From an optimization exercise on the open Yosys and OpenROAD flow, aimed at small area; shortcuts taken in it are not production practice.
The RTL was checked by simulation tests, not by an equivalence proof against the original design.
Power and IR drop assume default switching activity.

Setup of v6:
## mbf_engine
module mbf_engine #(
    parameter NCH   = 3,
    parameter T_IFD = 8      
) (
    input  wire        clk,
    input  wire        rst,
    input  wire        wr_en,
    input  wire [11:0] wr_addr,
    input  wire [31:0] wr_data,
    input  wire        cmd_valid,
    output wire        cmd_ready,
    input  wire [31:0] cmd_word,
    input  wire [15:0] cmd_arg0,
    input  wire [15:0] cmd_arg1,
    output reg         cmd_done,
    output wire [3:0]  cmd_result,
    output wire        cmd_tid_valid,
    output wire [15:0] cmd_tid,
    input  wire        tick,
    input  wire        wm_valid,
    output wire        wm_ready,
    input  wire [15:0] wm_data,
    output wire        tx_valid,
    input  wire        tx_ready,
    output wire [7:0]  tx_data,
    output wire        tx_last,
    output wire [1:0]  tx_ch,
    input  wire        rx_valid,
    input  wire [7:0]  rx_data,
    input  wire        rx_last,
    input  wire        rx_err,
    input  wire        rx_err_io,
    output wire        open_req,
    output wire [1:0]  open_ch,
    output wire        open_kind,
    input  wire        open_ans_valid,
    input  wire [1:0]  open_ans,
    output reg         close_req,
    output wire [1:0]  close_ch,
    output reg         ev_valid,
    output wire [1:0]  ev_ch,
    output wire [3:0]  ev_outcome,
    output wire [15:0] ev_tid,
    output reg         ev_rsp_valid,
    output wire [7:0]  ev_rsp_unit,
    output wire [7:0]  ev_rsp_fc,
    output wire [15:0] ev_rsp_value,
    output wire [7:0]  ev_rsp_exc,
    output wire        busy,
    output reg         overrun,
    output reg         fatal,
    output reg         enable,
    output reg         mbx_valid,
    output wire [5:0]  ch_state
);
For scale: ~750 flip-flops, ~30000 um^2 of cells after synthesis.
Settings: LEC_CHECK=0, CAP_MARGIN=20, CORE_MARGIN=2, CORE_UTILIZATION=75, GPL_TIMING_DRIVEN=0, PLACE_DENSITY=0.85, SLEW_MARGIN=20, BUFFER_PORTS_ARGS=-buffer_cell sky130_fd_sc_hd__buf_1, CTS_ARGS=-sink_clustering_enable -repair_clock_nets -dont_use_dummy_load -buf_list sky130_fd_sc_hd__clkbuf_8 -sink_clustering_size 12 -sink_clustering_max_diameter 50; clock period 10.0 ns.
standard.sh (not shown) runs the stock make flow with config.mk's settings and CLKGATE_MAP_FILE= SYNTH_SCRIPT=/design/flow/synth_recipe.tcl, a recipe that flattens the netlist after the stock synthesis.
==> flow/flow/run.sh <==
#!/bin/bash
# Standard ORFS layout (the standard.sh, synthesis unchanged) with two
# layout choices: the port buffers use the smallest buffer, and clock tree
# synthesis uses clkbuf_8 with sized sink clusters and no dummy loads.
set -euo pipefail
cat >> config.mk <<'EOC'
export BUFFER_PORTS_ARGS = -buffer_cell sky130_fd_sc_hd__buf_1
export CTS_ARGS = -sink_clustering_enable -repair_clock_nets -dont_use_dummy_load -buf_list sky130_fd_sc_hd__clkbuf_8 -sink_clustering_size 12 -sink_clustering_max_diameter 50
EOC
bash standard.sh finish > flow_make.log 2>&1
> inputs changed (v6 -> v7)
--- a/flow/design.v
+++ b/flow/design.v
@@ -115,35 +115,36 @@
     assign wm_ready  = (state == S_WMGET);
     genvar gc;
     generate
         for (gc = 0; gc < NCH; gc = gc + 1) begin : g_st
             assign ch_state[2*gc +: 2] = cstate[gc];
         end
     endgenerate
     wire in_cyc = op[3];
     wire [2:0] evoh = (state == S_CYCCH || state == S_CYCEND) ?
-                      {choh[0], choh[2], choh[1]} : choh;
+                      {choh[0], choh[2], choh[1]} :
+                      (state == S_IDLE && !ev_valid) ? 3'b000 : choh;
     wire [1:0] evch = {evoh[2], evoh[1]};
     wire [15:0] tid_m = ({16{evoh[0]}} & tid[0]) | ({16{evoh[1]}} & tid[1]) |
                         ({16{evoh[2]}} & tid[2]);
     wire [7:0] unit_c = ({8{choh[0]}} & unit_id[0]) | ({8{choh[1]}} & unit_id[1]) |
                         ({8{choh[2]}} & unit_id[2]);
     wire       kind_c = (choh[0] & kind[0]) | (choh[1] & kind[1]) | (choh[2] & kind[2]);
     wire [1:0] cst_c  = ({2{choh[0]}} & cstate[0]) | ({2{choh[1]}} & cstate[1]) |
                         ({2{choh[2]}} & cstate[2]);
     assign open_req  = (state == S_OPEN);
     assign open_ch   = ch;
     assign open_kind = kind_c;
     assign close_ch  = ch;
     assign tx_ch     = ch;
     assign ev_ch     = evch;
     assign ev_tid    = tid_m;
-    assign cmd_tid   = ev_valid ? tid_m : 16'd0;
+    assign cmd_tid   = tid_m;
     assign cmd_tid_valid = ev_valid;
     assign cmd_result = res;
     assign ev_outcome = res;
     wire       f_wm  = (op == C_WM);
     wire [7:0] f_fc  = (op == C_RD) ? 8'h03 : f_wm ? 8'h10 : 8'h06;
     wire [6:0] f_n   = f_arg[6:0];
     wire [7:0] f_l5  = {f_n, 1'b0} + 8'd7;
     wire       f_l4  = (f_n >= 7'd125);
     reg  [7:0] f_byte;
==> notes.md <==
v7: done, clean on timing, DRC and antenna
Compared with v6, in v7 sequential share of power shows an increase of 0.9 points; combinational power share shows a reduction of 0.7 points.
Taking v6 as the reference, in v7 wire length on met1 went down; routed wire length went down.
Area growth from synthesis to layout essentially unchanged between v6 and v7.
Compared to v6, v7 was floorplanned on a smaller die.
| tightest slew margin relative to the limit | v7 vs v6 | 2.9 points lower |
| part of the total power dissipated in the clock network | v7 vs v6 | ≈ equal |
Comparing v7 and v6, the higher global routing usage on met2 was measured on v6.
Delta (v7 minus v6): final area saw a decrease; portion of the clock cycle consumed by the worst path in the final layout decreased 4.8 points.
Combinational power went down by a little under 10% going from v6 to v7.
Between v7 and v6, the synthesized area divided by synthesized cell count figures differ only marginally.
As of v7, total power had fallen slightly compared to v6.

==> separate check: timing with driven ports <==
Ports are ideal in the flow. The routed layouts listed here were re-timed in OpenROAD.
Step 1, drivers: a clkbuf_16 drives clk and a buf_2 each remaining input, both assumed.
Step 2 times the ports against the registers' clock, not the clock port: input delays grow and output delays shrink by t, the midpoint of the rising clock arrivals with the driver on.
Slacks: no drivers / after step 1 / after step 2; pairs: no drivers / after step 1.
run | t, ns | setup slack, ns | worst hold slack (ns)
v6 | 0.720 | 3.803 / 3.745 / 4.464 | 0.385 / 0.385 / 0.385
v7 | 0.686 | 4.286 / 4.231 / 4.597 | 0.404 / 0.404 / 0.404
After both steps setup and hold are still met in every run listed.
